From an optimization exercise on the open Yosys and OpenROAD flow, aimed at small area and few clock cycles; shortcuts taken in it are not production practice. Function was checked by simulation only, so behaviour that the tests miss may differ from the original. Power is estimated from default activity; no workload was simulated.

==> design/flow/design.v <==
module nf5_stream (
    input  wire        clk,
    input  wire        rst,
    input  wire        cfg_we,
    input  wire [15:0] cfg_port,
    input  wire        frm_valid,
    output wire        frm_ready,
    input  wire [1:0]  frm_entry,
    input  wire [15:0] frm_len,
    input  wire        in_valid,
    output wire        in_ready,
    input  wire [7:0]  in_data,
    output wire        rec_valid,
    output wire [31:0] rec_src_addr,
    output wire [31:0] rec_dst_addr,
    output wire [31:0] rec_next_hop,
    output wire [15:0] rec_input_if,
    output wire [15:0] rec_output_if,
    output wire [31:0] rec_packets,
    output wire [31:0] rec_octets,
    output wire [31:0] rec_first_ms,
    output wire [31:0] rec_last_ms,
    output wire [15:0] rec_src_port,
    output wire [15:0] rec_dst_port,
    output wire [7:0]  rec_tcp_flags,
    output wire [7:0]  rec_protocol,
    output wire [7:0]  rec_tos,
    output wire [15:0] rec_src_as,
    output wire [15:0] rec_dst_as,
    output wire [7:0]  rec_src_mask,
    output wire [7:0]  rec_dst_mask,
    output wire        done,
    output reg  [3:0]  status,
    output reg  [2:0]  err_stage,
    output wire [31:0] err_a,
    output wire [31:0] err_b,
    output wire [31:0] err_c,
    output wire [15:0] hdr_count,
    output wire [31:0] hdr_sys_uptime_ms,
    output wire [31:0] hdr_unix_secs,
    output wire [31:0] hdr_unix_nsecs,
    output wire [31:0] hdr_flow_seq,
    output wire [7:0]  hdr_engine_type,
    output wire [7:0]  hdr_engine_id,
    output wire [15:0] hdr_sampling_interval,
    output wire [63:0] boot_time_ns
);
    localparam [3:0] K_OK       = 4'd0,    
                     K_OOB_LINK = 4'd1,    
                     K_OOB_NET  = 4'd2,    
                     K_OOB_IHL  = 4'd3,    
                     K_OOB_UDP  = 4'd4,    
                     K_BAD_IHL  = 4'd5,    
                     K_SHORT_NF = 4'd6,    
                     K_VERSION  = 4'd7,    
                     K_TRUNC    = 4'd8,    
                     K_LINKTYPE = 4'd9,    
                     K_PROTO    = 4'd10,   
                     K_PORT     = 4'd11;   
    localparam [2:0] S_IDLE = 3'd0, S_FIN = 3'd1, S_REC = 3'd2, S_DRAIN = 3'd3,
                     S_LINK = 3'd4, S_NET = 3'd5, S_UDP = 3'd6, S_HDR = 3'd7;
    reg [2:0]   st;
    reg [3:0]   ek;
    reg [15:0]  nrem;    
    wire [15:0] rem = ~nrem;
    reg [5:0]   off;
    reg [10:0]  fa;
    reg [15:0]  cnt16;
    reg [15:0]  cfg_q;
    reg [351:0] rc;
    wire [15:0] wreg = rc[15:0];    
    reg [159:0] hc;
    reg [64:0]  R;
    reg         busy;
    wire ok = (ek == K_OK);
    assign frm_ready = (st == S_IDLE);
    assign in_ready  = (st != S_IDLE) && (st != S_FIN);
    assign done      = (st == S_FIN) && !busy;
    wire take = in_valid && in_ready;
    wire [15:0] nrem_n = nrem + 16'd1;
    wire [15:0] rem_n = ~nrem_n;
    wire [5:0]  off_n = off + 6'd1;
    wire [10:0] fa_n  = fa + 11'd1;    
    assign rec_valid = take && (st == S_REC) && (off == 6'd45) && ok;
    assign {rec_src_addr, rec_dst_addr, rec_next_hop, rec_input_if, rec_output_if,
            rec_packets, rec_octets, rec_first_ms, rec_last_ms, rec_src_port,
            rec_dst_port, rec_tcp_flags, rec_protocol, rec_tos, rec_src_as,
            rec_dst_as, rec_src_mask} = rc;
    assign rec_dst_mask = in_data;
    assign {hdr_sys_uptime_ms, hdr_unix_secs, hdr_unix_nsecs, hdr_flow_seq,
            hdr_engine_type, hdr_engine_id, hdr_sampling_interval} = hc;
    assign hdr_count    = cnt16;
    assign boot_time_ns = R[63:0];
    reg  [4:0] nf_a, nf_b;    
    always @(*) begin
        if (wreg[4:0] < 5'd2)       begin nf_a = 5'd0;  nf_b = 5'd2; end
        else if (wreg[4:0] < 5'd4)  begin nf_a = 5'd2;  nf_b = 5'd2; end
        else if (wreg[4:0] < 5'd8)  begin nf_a = 5'd4;  nf_b = 5'd4; end
        else if (wreg[4:0] < 5'd12) begin nf_a = 5'd8;  nf_b = 5'd4; end
        else if (wreg[4:0] < 5'd16) begin nf_a = 5'd12; nf_b = 5'd4; end
        else if (wreg[4:0] < 5'd20) begin nf_a = 5'd16; nf_b = 5'd4; end
        else if (wreg[4:0] < 5'd21) begin nf_a = 5'd20; nf_b = 5'd1; end
        else if (wreg[4:0] < 5'd22) begin nf_a = 5'd21; nf_b = 5'd1; end
        else                        begin nf_a = 5'd22; nf_b = 5'd2; end
    end
    reg [15:0] ea, eb;
    reg        ec;
    always @(*) begin
        ea = 16'd0; eb = 16'd0; ec = 1'b0;
        status = 4'd0; err_stage = 3'd0;
        case (ek)
            K_OOB_LINK: begin status = 4'd1; err_stage = 3'd1; eb = 16'd14; ec = 1'b1; end
            K_OOB_NET:  begin status = 4'd1; err_stage = 3'd2; eb = 16'd20; ec = 1'b1; end
            K_OOB_IHL:  begin status = 4'd1; err_stage = 3'd2; ea = 16'd20;
                              eb = {10'd0, hc[3:0] - 4'd5, 2'b00}; ec = 1'b1; end
            K_OOB_UDP:  begin status = 4'd1; err_stage = 3'd3; eb = 16'd8; ec = 1'b1; end
            K_BAD_IHL:  begin status = 4'd2; err_stage = 3'd2; ea = {12'd0, hc[3:0]}; ec = 1'b1; end
            K_SHORT_NF: begin status = 4'd2; err_stage = 3'd4; ea = {11'd0, nf_a};
                              eb = {11'd0, nf_b}; ec = 1'b1; end
            K_VERSION:  begin status = 4'd3; err_stage = 3'd4; ea = hc[15:0]; end
            K_TRUNC:    begin status = 4'd4; err_stage = 3'd4; ea = {5'd0, fa};
                              eb = cnt16; ec = 1'b1; end
            K_LINKTYPE: begin status = 4'd5; err_stage = 3'd1; ea = hc[15:0]; end
            K_PROTO:    begin status = 4'd6; err_stage = 3'd2; ea = {8'd0, hc[7:0]}; end
            K_PORT:     begin status = 4'd7; err_stage = 3'd3; ea = hc[15:0]; eb = cfg_q; end
            default: ;
        endcase
    end
    assign err_a = {16'd0, ea};
    assign err_b = {16'd0, eb};
    assign err_c = {16'd0, wreg & {16{ec}}};
    reg       ent_err;
    reg [3:0] ent_k;
    always @(*) begin
        ent_err = 1'b0;
        ent_k   = K_SHORT_NF;
        case (st)
            S_LINK:  begin ent_err = rem < 16'd14; ent_k = K_OOB_LINK; end
            S_NET:   begin ent_err = rem < 16'd20; ent_k = K_OOB_NET;  end
            S_UDP:   begin ent_err = rem < 16'd8;  ent_k = K_OOB_UDP;  end
            S_HDR:   begin ent_err = rem < 16'd24; ent_k = K_SHORT_NF; end
            default: ;
        endcase
    end
    wire in_layer = st[2];    
    wire [4:0]  tj   = off[4:0] - 5'd4;
    wire [31:0] tcx  = {16'd0, cnt16};
    wire [31:0] twx  = {16'd0, wreg};
    wire        tc1  = (tj == 5'd0) ? 1'b0 : tcx[tj - 5'd1];    
    wire        tw   = twx[tj + 5'd3];                         
    wire [2:0]  tsum = {2'd0, tc1} + {2'd0, fa[3]} + {2'd0, tj[4:1] == 4'd0} + {1'b0, fa[2:1]};
    wire        ty   = tsum[0];
    wire        tge  = (tw & !ty) | (!(tw ^ ty) & fa[0]);
    wire        bstep = busy && (take || st == S_FIN);
    wire        bs = hc[96 + off[4:0]];
    wire        bu = hc[128 + off[4:0]];
    wire [33:0] bd = bs ? (bu ? 34'd999000000 : 34'd1000000000)
                        : (bu ? -34'sd1000000 : 34'd0);
    wire [33:0] bt = {R[64], R[64:32]} + bd;
    reg adv;    
    always @(posedge clk) begin
        if (rst) begin
            st    <= S_IDLE;
            cfg_q <= 16'd9500;
            busy  <= 1'b0;
        end else begin
            if (cfg_we)
                cfg_q <= cfg_port;
            if (bstep) begin
                R    <= {bt[33:0], R[31:1]};
                busy <= (off[4:0] != 5'd31);
            end
            if (take || (st == S_FIN && busy))
                off <= off_n;
            if (st == S_REC && off == 6'd0 && {5'd0, fa} == cnt16)
                st <= S_DRAIN;
            adv = 1'b0;
            case (st)
                S_IDLE: if (frm_valid) begin
                    nrem      <= ~frm_len;
                    off       <= 6'd0;
                    ek        <= K_OK;
                    case (frm_entry)
                        2'd0: st <= S_LINK;
                        2'd1: st <= S_NET;
                        2'd2: st <= S_UDP;
                        default: st <= S_HDR;
                    endcase
                end
                S_FIN: if (!busy) st <= S_IDLE;
                default: begin
                    if (take)
                        nrem <= nrem_n;
                    if (in_layer && off == 6'd0) begin
                        rc[15:0] <= rem;
                    end
                    if (in_layer && off == 6'd0 && ent_err) begin
                        ek <= ent_k;
                        st <= (rem == 16'd0) ? S_FIN : S_DRAIN;
                    end else if (take) begin
                        case (st)
                            S_LINK: begin
                                hc <= {hc[151:0], in_data};
                                if (off == 6'd13) begin
                                    if ({hc[7:0], in_data} != 16'h0800) begin
                                        ek <= K_LINKTYPE;
                                        st <= S_DRAIN;
                                    end else begin
                                        adv = 1'b1; st <= S_NET; off <= 6'd0;
                                    end
                                end
                            end
                            S_NET: begin
                                hc <= {hc[151:0], in_data};
                                if (off == 6'd0) begin
                                    fa <= {7'd0, in_data[3:0]};
                                    if (in_data[3:0] < 4'd5) begin
                                        ek <= K_BAD_IHL;
                                        st <= S_DRAIN;
                                    end else if ({10'd0, in_data[3:0], 2'b00} > rem) begin
                                        ek <= K_OOB_IHL;
                                        st <= S_DRAIN;
                                    end
                                end else if (off == 6'd9) begin
                                    if (in_data != 8'd17) begin
                                        ek <= K_PROTO;
                                        st <= S_DRAIN;
                                    end
                                end else if (off_n == {fa[3:0], 2'b00}) begin
                                    adv = 1'b1; st <= S_UDP; off <= 6'd0;
                                end
                            end
                            S_UDP: begin
                                hc <= {hc[151:0], in_data};
                                if (off == 6'd3 && {hc[7:0], in_data} != cfg_q) begin
                                    ek <= K_PORT;
                                    st <= S_DRAIN;
                                end else if (off == 6'd7) begin
                                    adv = 1'b1; st <= S_HDR; off <= 6'd0;
                                end
                            end
                            S_HDR: begin
                                if (off[5:1] == 5'd1)
                                    cnt16 <= {cnt16[7:0], in_data};
                                hc <= {hc[151:0], in_data};
                                if (off == 6'd1 && {hc[7:0], in_data} != 16'd5) begin
                                    ek <= K_VERSION;
                                    st <= S_DRAIN;
                                end
                                if (off[5:2] == 4'd0)
                                    fa[3:0] <= 4'b0001;
                                else
                                    fa[3:0] <= {tc1, tsum[2:1], tge};
                                if (off == 6'd23 && !fa[0])
                                    ek <= K_TRUNC;
                                if (off == 6'd23) begin
                                    off  <= 6'd0;
                                    fa   <= 11'd0;
                                    R[64:32] <= {1'b0, hc[87:56]};
                                    busy <= 1'b1;
                                    st   <= S_REC;
                                end
                            end
                            S_REC: begin
                                if (ok && off < 6'd45 && off != 6'd36)
                                    rc <= {rc[343:0], in_data};
                                if (off == 6'd47) begin
                                    off <= 6'd0;
                                    fa  <= fa_n;
                                end
                            end
                            default: ;
                        endcase
                    end
                    if (take && nrem_n == 16'hFFFF && !adv)
                        st <= S_FIN;
                end
            endcase
        end
    end
endmodule
==> design/flow/flow/run.sh <==
#!/bin/bash
set -euo pipefail
W=$(pwd)
export BUFFER_PORTS_ARGS="-buffer_cell sky130_fd_sc_hd__buf_1"
export SKIP_REPAIR_TIE_FANOUT=1
export REMOVE_ABC_BUFFERS=1
export SYNTH_OPERATIONS_ARGS="-extra-map $W/flow/lcu_ripple.v"
export CTS_ARGS="-sink_clustering_enable -repair_clock_nets -dont_use_dummy_load -buf_list sky130_fd_sc_hd__clkbuf_4 -sink_clustering_size 9 -sink_clustering_max_diameter 35"
{
  head -n 1 synth_recipe.tcl
  cat <<EOT
proc abc {args} {
  set i [lsearch \$args -script]
  if {\$i >= 0} { set args [lreplace \$args [expr {\$i + 1}] [expr {\$i + 1}] $W/flow/abc_area.script] }
  yosys abc {*}\$args
}
EOT
  tail -n +2 synth_recipe.tcl
} > area_synth.tcl
sed "s#SYNTH_SCRIPT=[^ ]*#SYNTH_SCRIPT=$W/area_synth.tcl ADDER_MAP_FILE=#" standard.sh > area_standard.sh
grep -q "SYNTH_SCRIPT=$W/area_synth.tcl ADDER_MAP_FILE= " area_standard.sh
bash area_standard.sh > standard.log 2>&1
==> design/flow/flow/abc_area.script <==
strash
dc2
dch -f
amap
strash
dc2
dch -f
amap
strash
dc2
dch -f
amap
==> design/flow/flow/lcu_ripple.v <==
// Ripple-carry implementation of yosys's $lcu (carry look-ahead unit), for an
// area-oriented synthesis: CO[i] = G[i] | (P[i] & CO[i-1]), CO[-1] = CI.
(* techmap_celltype = "$lcu" *)
module _lcu_ripple (P, G, CI, CO);
    parameter WIDTH = 2;
    (* force_downto *)
    input [WIDTH-1:0] P, G;
    input CI;
    (* force_downto *)
    output [WIDTH-1:0] CO;
    wire [WIDTH:0] c;
    assign c[0] = CI;
    genvar i;
    generate
        for (i = 0; i < WIDTH; i = i + 1) begin : stage
            assign c[i+1] = G[i] | (P[i] & c[i]);
        end
    endgenerate
    assign CO = c[WIDTH:1];
endmodule
==> design/flow/standard.sh <==
#!/bin/bash
# synth_recipe.tcl (not shown) runs the flow's synth.tcl, then flattens the netlist and writes it again
# the make line also repeats each setting of config.mk as NAME=value (left out here)
make -C /OpenROAD-flow-scripts/flow DESIGN_CONFIG=/design/flow/config.mk WORK_HOME=/design/flow/orfs CLKGATE_MAP_FILE= SYNTH_SCRIPT=/design/flow/synth_recipe.tcl "${@:-finish}"
==> design/flow/config.mk <==
export PLATFORM = sky130hd
export DESIGN_NAME = nf5_stream
export DESIGN_NICKNAME = nf5_stream
export VERILOG_FILES = /design/flow/design.v
export SDC_FILE = /design/flow/constraint.sdc
export NUM_CORES = 4
export LEC_CHECK = 0
export CAP_MARGIN = 5
export CORE_MARGIN = 2
export CORE_UTILIZATION = 50
export PLACE_DENSITY = 0.7
export SLEW_MARGIN = 5
==> design/flow/constraint.sdc <==
create_clock -name core_clock -period 11.0 [get_ports {clk}]
set_input_delay 2.2000 -clock core_clock [delete_from_list [all_inputs] [get_ports {clk}]]
set_output_delay 2.2000 -clock core_clock [all_outputs]
set_load 0.01 [all_outputs]
==> results of run 1 <==
-- registers in the layout, summed over array words and instances (netlist names) --
name   cells
busy       1
nrem      16
hc       160
cfg_q     16
st         3
cnt16     16
off        6
rc       352
fa        11
R         65
ek         4
-- through the flow --
stage,hold slack (ns),setup TNS (ns),setup WS (ns),utilization [%]
floorplan,0.444,-8381.01,-24.94,-
global placement,0.424,0,2.48,56.1
detailed placement,0.430,0,2.11,56.1
CTS,0.377,0,2.12,57.7
global route,0.413,0,0.915,57.7
finish,0.406,0,1.87,57.7
-- synthesized netlist by cell type (13+ instances only) --
cell | number | area share (%)
a211oi_1 | 18 | 0.54
a21oi_1 | 59 | 1.2
a221oi_1 | 25 | 0.87
a22o_1 | 14 | 0.49
a22oi_1 | 24 | 0.71
buf_4 | 121 | 3.6
clkinv_1 | 163 | 2.4
dfxtp_1 | 20 | 1.6
edfxtp_1 | 630 | 75
nand2_1 | 71 | 1.1
nor2_1 | 195 | 2.9
nor2b_1 | 17 | 0.42
nor3_1 | 29 | 0.58
o21a_1 | 13 | 0.39
o21ai_0 | 83 | 1.6
o22a_1 | 13 | 0.45
o22ai_1 | 73 | 1.8
o32a_1 | 18 | 0.71
-- final timing paths --
kind / from / end / slack [ns] / cells after the start
setup reg to reg: off[1] / R[63] / 1.87 / 43
hold reg to reg: R[30] / R[29] / 0.41 / 0
setup / recovery: off[1] / R[63] / 1.87 / 43
hold / removal: R[30] / R[29] / 0.41 / 0
-- cells in the final DEF, fill, tap and decap left out, drive strengths merged, types with 6 or more instances in the layout --
master     n
buf      724
edfxtp   630
nor2     195
clkinv   162
clkbuf   106
o21ai     83
o22ai     73
nand2     71
a21oi     59
nor3      29
a221oi    25
a22oi     24
dfxtp     20
a211oi    18
o32a      18
nor2b     17
a22o      14
o21a      13
o22a      13
o221ai    12
a31oi     12
nor4      12
nand4      8
nand3      8
o32ai      8
a2111oi    7
a221o      7
or3        6
and3       6
-- layer usage --
metal  vias to the layer above  global-route usage, %  routed length (um)
met5                         -                      0                   0
met4                         0                   7.90                1780
met3                       132                   6.79                8150
met2                      1225                   46.6               38300
met1                      9041                   40.5               30800
li1                       7884                      -                   -
-- layout make-up --
| class | instances | area share (%) |
|---|---|---|
| flip-flops and latches | 650 | 67.0 |
| well taps | 672 | 2.92 |
| multi-input cells | 775 | 15.4 |
| repair buffers | 724 | 9.73 |
| diodes | 5 | 0.0434 |
| inverters | 163 | 2.12 |
| clock buffers | 106 | 2.76 |
-- power breakdown --
part	switching, uW	internal, uW	total, uW
Sequential	111	2830	2940
Combinational	895	387	1280
Clock	778	438	1220
Total	1780	3660	5440
-- logic make-up (layout without fill, tap and decap cells) --
logic type,count (synthesis),after routing
AND/OR/NAND/NOR,365,365
AO/OA/AOI/OAI,409,409
buffers and inverters,284,993
other,1,6
flip-flops,650,650
==> results by group, run 1 <==
Yosys
  • Post-synthesis register bit count: 650
  • Seq/Total Area, Yosys: roughly three quarters
  • Post-synth ARST share: 0%
  • Compound-cell area share of the yosys netlist: 11.1%
  • Largest family of logic cells by synthesized area: compound AO/OA/AOI/OAI gates
  • Adder-Cell Fraction of Synth Area: 0%
  • Syn_area_per_cell: 14.8 sq um
  • EDFF count, synth: 630
  • Cell Area, Synth: approximately 25000 sq um
  • Synthesis Warnings: 1
  • Synth Flop Type: edfxtp_1
  • Cells after Synth: 1709
  • XOR/XNOR Fraction of Synth Area: 0%
  • Post-synthesis mux area share: 0%
  • Area share of and/or/nand/nor cells after synthesis: about 6.3%
  • Synth cell types: 46

Timing
  • Max Freq: 109 MHz
  • Fin crit share: 83.0%
  • Final Hold Vio Count: 0
  • Rel. slew slack: roughly 22%
  • Final setup violation count: 0
  • Clock skew: 0.116 ns
  • Unrepaired setup endpoints after global routing: no
  • Final Max Slew Viols: 0
  • Worst-Margin Slew: around 1.2 ns
  • Post-layout minimum cycle time: 9.13 ns

CTS
  • Cts repair resizes: 0
  • Postcts setup bufs: 0
  • Hold-fix buffers, CTS: 0
  • Clock-pin slew on the worst setup and hold paths: 0.10 ns
  • TritonCTS Sinks: 650
  • Root Driver: clkbuf_4
  • Num CTS Buffers: 106
  • Worst skew pair latency: 0.90 ns
  • CTS tree: done
  • Clock Path Buffers: 3
  • H-tree Lvls: 3

Setup path
  • CP most frequent cell: o21ai_0
  • Arrival @ worst endpoint: 9.79 ns
  • Setup crit end kind: flop
  • Crit path kind: reg2reg
  • Crit path max-delay family: compound AO/OA/AOI/OAI gates
  • CP max-delay cell: nor2_2
  • CP peak stage delay: 0.81 ns
  • CP bufs+invs: 4
  • CP startpoint kind: flop
  • Worst Path Required: 11.66 ns
  • Worst-path maximum fanout: 20

Pwr
  • P_leak: slightly below 0.009 uW
  • Power, Total: 5440 uW
  • VDD IR max: 0.102 mV
  • Cell Pwr Density: about 190 nW/um^2

Placed design
  • Post-Place Cells: 2984
  • PortBufs: 704
  • Routability cong.: 0.972
  • Post-detail-place hpwl: between 50000 and 60000 um
  • DP Area: 28000 sq um

Detailed routing
  • Routed vias: 18282
  • Post-route ant nets: 0
  • Total Wirelength: between 70000 and 80000 um
  • WL per Instance: 25.6 um
  • Post-route DRC: 0
  • Initial DRC count: about 2100
  • Vias per inst: ~5.9
  • 1st-pass router iterations: 6

Final layout
  • Layout Cells excl Fill: 3095
  • Multi-input logic area: 4440 sq um
  • FF+latch area: 19300 sq um
  • Final-layout fill cell count: around 4200
  • Nets: 2467
  • Synth-to-layout area growth: 14.3%
  • Share of cells above drive strength 1: 5.75%
  • Cell area after layout: 28800 sq um

Die
  • I/O pins: 754
  • Die H: 229 um
  • Die width: 229 um
  • Site Rows: about 80
  • Core Region: between 40000 and 50000 sq um
  • Die Area: around 52000 sq um
  • Initial Util: 50.5%

Outcome
  • Status: timing/DRC/antenna clean

GRT
  • GRT Overall Usage: between 20% and 30%
  • Vias in the first global route: 16674
  • First-pass GRT wire length: 112000 um
  • Initial antenna violation count: 3
  • Largest net degree at the start of global routing: 186
  • Total global routing overflow: 0

Run
  • Max_cap viols: 0

Min path
  • HP Class: reg2reg
Testbench counts, summed over its fixed seeds: cycles 148,380.
==> inputs of run 2 (changes only) <==
--- a/design/flow/flow/run.sh
+++ b/design/flow/flow/run.sh
@@ -7,3 +7,3 @@
 export SYNTH_OPERATIONS_ARGS="-extra-map $W/flow/lcu_ripple.v"
-export CTS_ARGS="-sink_clustering_enable -repair_clock_nets -dont_use_dummy_load -buf_list sky130_fd_sc_hd__clkbuf_4 -sink_clustering_size 9 -sink_clustering_max_diameter 35"
+export CTS_ARGS="-sink_clustering_enable -repair_clock_nets -dont_use_dummy_load -buf_list sky130_fd_sc_hd__clkbuf_4 -sink_clustering_size 10 -sink_clustering_max_diameter 40"
 {
==> run 2 against run 1 <==
Largest power group unchanged; critical path depth did not move; sequential share of layout area rose by 0.25 points; critical path type unchanged; register-to-register slack improved by 0.04 ns; cell area fell by 0.37%; non-clock buffer count did not move; clock skew fell by 0.0093 ns; power fell by 1.2%; utilization fell by 0.22 points; count of clock-buffer cells in the layout fell by 13.
==> results by group, run 2 <==
GRT
  • Largest net degree at the start of global routing: 186 (unchanged)
  • GRT Overall Usage: 29.2% (about the same)
  • Vias in the first global route: 16663 (-0.066%)
  • First-pass GRT wire length: 112000 um (about the same)
  • Initial antenna violation count: 3 (unchanged)
  • Total global routing overflow: 0 (unchanged)

Placed design
  • Pre-CTS setup slack: 2.11 ns (unchanged)
  • PortBufs: 704 (unchanged)
  • DP Area: 28000 sq um (unchanged)
  • Routability cong.: 0.972 (unchanged)
  • Post-detail-place hpwl: 59000 um (unchanged)

Final layout
  • Nets: 2454 (-0.53%)
  • Share of cells above drive strength 1: 5.24% (-0.51 points)
  • Most frequent cells in the layout: buf_1 (704), edfxtp_1 (630), nor2_1 (189)
  • Final-layout fill cell count: 4169 (+0.34%)
  • Top reg by flops: rc
  • Core Util, Final: 57.5% (-0.22 points)
  • Largest regs: rc: 352 flops, hc: 160 flops, R: 65 flops
  • Cell area after layout: 28700 sq um (-0.37%)
  • Synth-to-layout area growth: 13.9%
  • Max reg flops: 352 (unchanged)
  • Commonest non-fill, non-tap cell in the layout: buf_1

Die
  • I/O pins: 754 (unchanged)
  • Site Rows: 82 (unchanged)
  • Die width: 229 um (unchanged)
  • Die H: 229 um (unchanged)
  • Core Region: 50000 sq um (unchanged)
  • Initial Util: 50.5% (unchanged)
  • Die Area: 52300 sq um (unchanged)

Yosys
  • Post-synth ARST share: 0% (unchanged)
  • Cells after Synth: 1709 (unchanged)
  • Most instantiated cells after synthesis: edfxtp_1 (630), nor2_1 (195), clkinv_1 (163)
  • EDFF count, synth: 630 (unchanged)
  • Synth Flop Type: edfxtp_1
  • Syn_area_per_cell: 14.8 sq um (unchanged)
  • Yosys top cell area share: 75.0% (unchanged)
  • Most frequent cell after synthesis: edfxtp_1
  • Synthesis Warnings: 1 (unchanged)
  • Post-synthesis register bit count: 650 (unchanged)
  • Seq/Total Area, Yosys: 76.6% (unchanged)
  • Yosys top cell by area: edfxtp_1
  • Synth cell types: 46 (unchanged)
  • Cell Area, Synth: 25200 sq um (unchanged)
  • Synth area leaders: edfxtp_1 (75%), buf_4 (3.6%), nor2_1 (2.9%)

Timing
  • Max Freq: 110 MHz (+0.47%)
  • Setup TNS: 0 ns (unchanged)
  • Final Hold Vio Count: 0 (unchanged)
  • Rel. slew slack: 21.0% (-1.3 points)
  • Final WS setup: 1.91 ns (+0.0428 ns)
  • Final Max Slew Viols: 0 (unchanged)
  • Final hold slack: 0.380 ns (-0.0262 ns)
  • Unrepaired setup endpoints after global routing: no
  • Worst-Margin Slew: 1.16 ns (-0.00971 ns)
  • Fin crit share: 82.6% (-0.39 points)
  • Final setup violation count: 0 (unchanged)
  • Post-layout minimum cycle time: 9.09 ns (-0.0428 ns)
  • Clock skew: 0.106 ns (-0.00933 ns)

Setup path
  • Worst Path Required: 11.59 ns (-0.07 ns)
  • Crit path kind: reg2reg
  • Worst-path maximum fanout: 20 (unchanged)
  • R2R Setup Slk: 1.91 ns (+0.04 ns)
  • CP max-delay cell: nor2_2
  • CP most frequent cell: o21ai_0
  • CP peak stage delay: 0.82 ns (about the same)
  • Arrival @ worst endpoint: 9.68 ns (-0.11 ns)
  • CP startpoint kind: flop
  • Setup crit end kind: flop

CTS
  • Postcts setup bufs: 0 (unchanged)
  • TritonCTS Sinks: 650 (unchanged)
  • H-tree Lvls: 3 (unchanged)
  • Cts repair resizes: 0 (unchanged)
  • CTS tree: done
  • Root Driver: clkbuf_4
  • Worst skew pair latency: 0.85 ns (-0.05 ns)
  • Clock-pin slew on the worst setup and hold paths: 0.09 ns (about the same)
  • Num CTS Buffers: 93 (-12%)
  • Hold-fix buffers, CTS: 0 (unchanged)
  • Clock Path Buffers: 3 (unchanged)

Detailed routing
  • WL per Instance: 25.7 um (+0.51%)
  • 1st-pass router iterations: 8 (+2)
  • Vias per inst: 5.91 (about the same)
  • Routed vias: 18192 (-0.49%)
  • Initial DRC count: 2136 (+1.6%)
  • Post-route ant nets: 0 (unchanged)
  • Total Wirelength: 79100 um (about the same)
  • Post-route DRC: 0 (unchanged)

Outcome
  • Status: timing/DRC/antenna clean

Pwr
  • VDD IR max: 0.101 mV (-1.0%)
  • P_leak: 0.00878 uW (-0.68%)
  • Cell Pwr Density: 187 nW/um^2 (-0.80%)

Min path
  • HP Class: reg2reg

Run
  • Max_cap viols: 0 (unchanged)
-- run 2: cell counts after synthesis --
Identical to the previous run, type by type.
-- run 2: cell type report --
type	count	area (sq um)	share of cell area (%)
sequential	650	19300	67.3
multi-input combinational	775	4440	15.5
clock buffer	93	698	2.43
timing repair buffer	724	2810	9.77
tap	672	841	2.93
inverter	163	612	2.13
antenna	1	2.50	0.00871
-- run 2: per-stage QoR --
stage | total power, uW | instances
after floorplan | 3800 | 1588
after global placement | 4210 | 2984
after detailed placement | 4240 | 2984
after CTS | 5370 | 3077
after global routing | 5640 | 3078
final | 5380 | 3078
-- run 2: cells by family after synthesis --
family / synth area share, %
buffers and inverters: 6.03
DFF: 76.6
other: 0.0149
AOI/OAI and AO/OA: 11.1
and+or+nand+nor: 6.26
-- run 2: layer usage --
layer  GRT usage [%]  wire length, um  part of all wire [%]  vias to the layer above
li1                -                -                     -                     7851
met1            40.6            30800                    39                     8975
met2            46.4            38200                    48                     1258
met3            6.37             8270                    10                      108
met4            8.74             1790                   2.3                        0
met5               0                0                     0                        -
-- run 2: path summary, 6_finish.rpt --
kind,startpoint,end,depth (start not counted)
hold reg to reg,rc[306],rc[314],0
hold / removal,rc[306],rc[314],0
setup / recovery,off[1],R[63],43
setup reg to reg,off[1],R[63],43
-- run 2: power breakdown --
group / switching, uW / internal (uW)
clock network: 763 / 387
registers: 111 / 2830
logic: 897 / 387
total: 1770 / 3600
-- run 2: critical path, delay by kind of cell (launching register included) --
kind                   cells  cell delay, ns
AOI/OAI and AO/OA         22            4.24
and+or+nand+nor           17            3.46
buffers and inverters      4            0.73
DFF                        1            0.45

## re-timing with driven ports
No port has a modelled driver above. Below, the same layouts with a new extraction and two added sets of constraints. Step 1: set_driving_cell puts a clkbuf_16 on clk and a buf_2 on each other input, an assumption about the parent block. Step 2 moves the port delays by t, midway between the first and last clock arrival at a register: inputs arrive t later, outputs are due t later. That takes back most of the time a late clock gives input paths. Three values: ideal ports, drivers, drivers and shift; two values: the first two.
| run | t, ns | slack for setup (ns) | hold WS [ns] | worst slew at a driven data input, ns |
|---|---|---|---|---|
| run 1 | 0.897 | 1.867 / 1.867 / 1.867 | 0.406 / 0.406 / 0.406 | 0.11 |
| run 2 | 0.856 | 1.910 / 1.910 / 1.910 | 0.380 / 0.380 / 0.380 | 0.11 |
After both steps setup and hold are still met in every run listed.
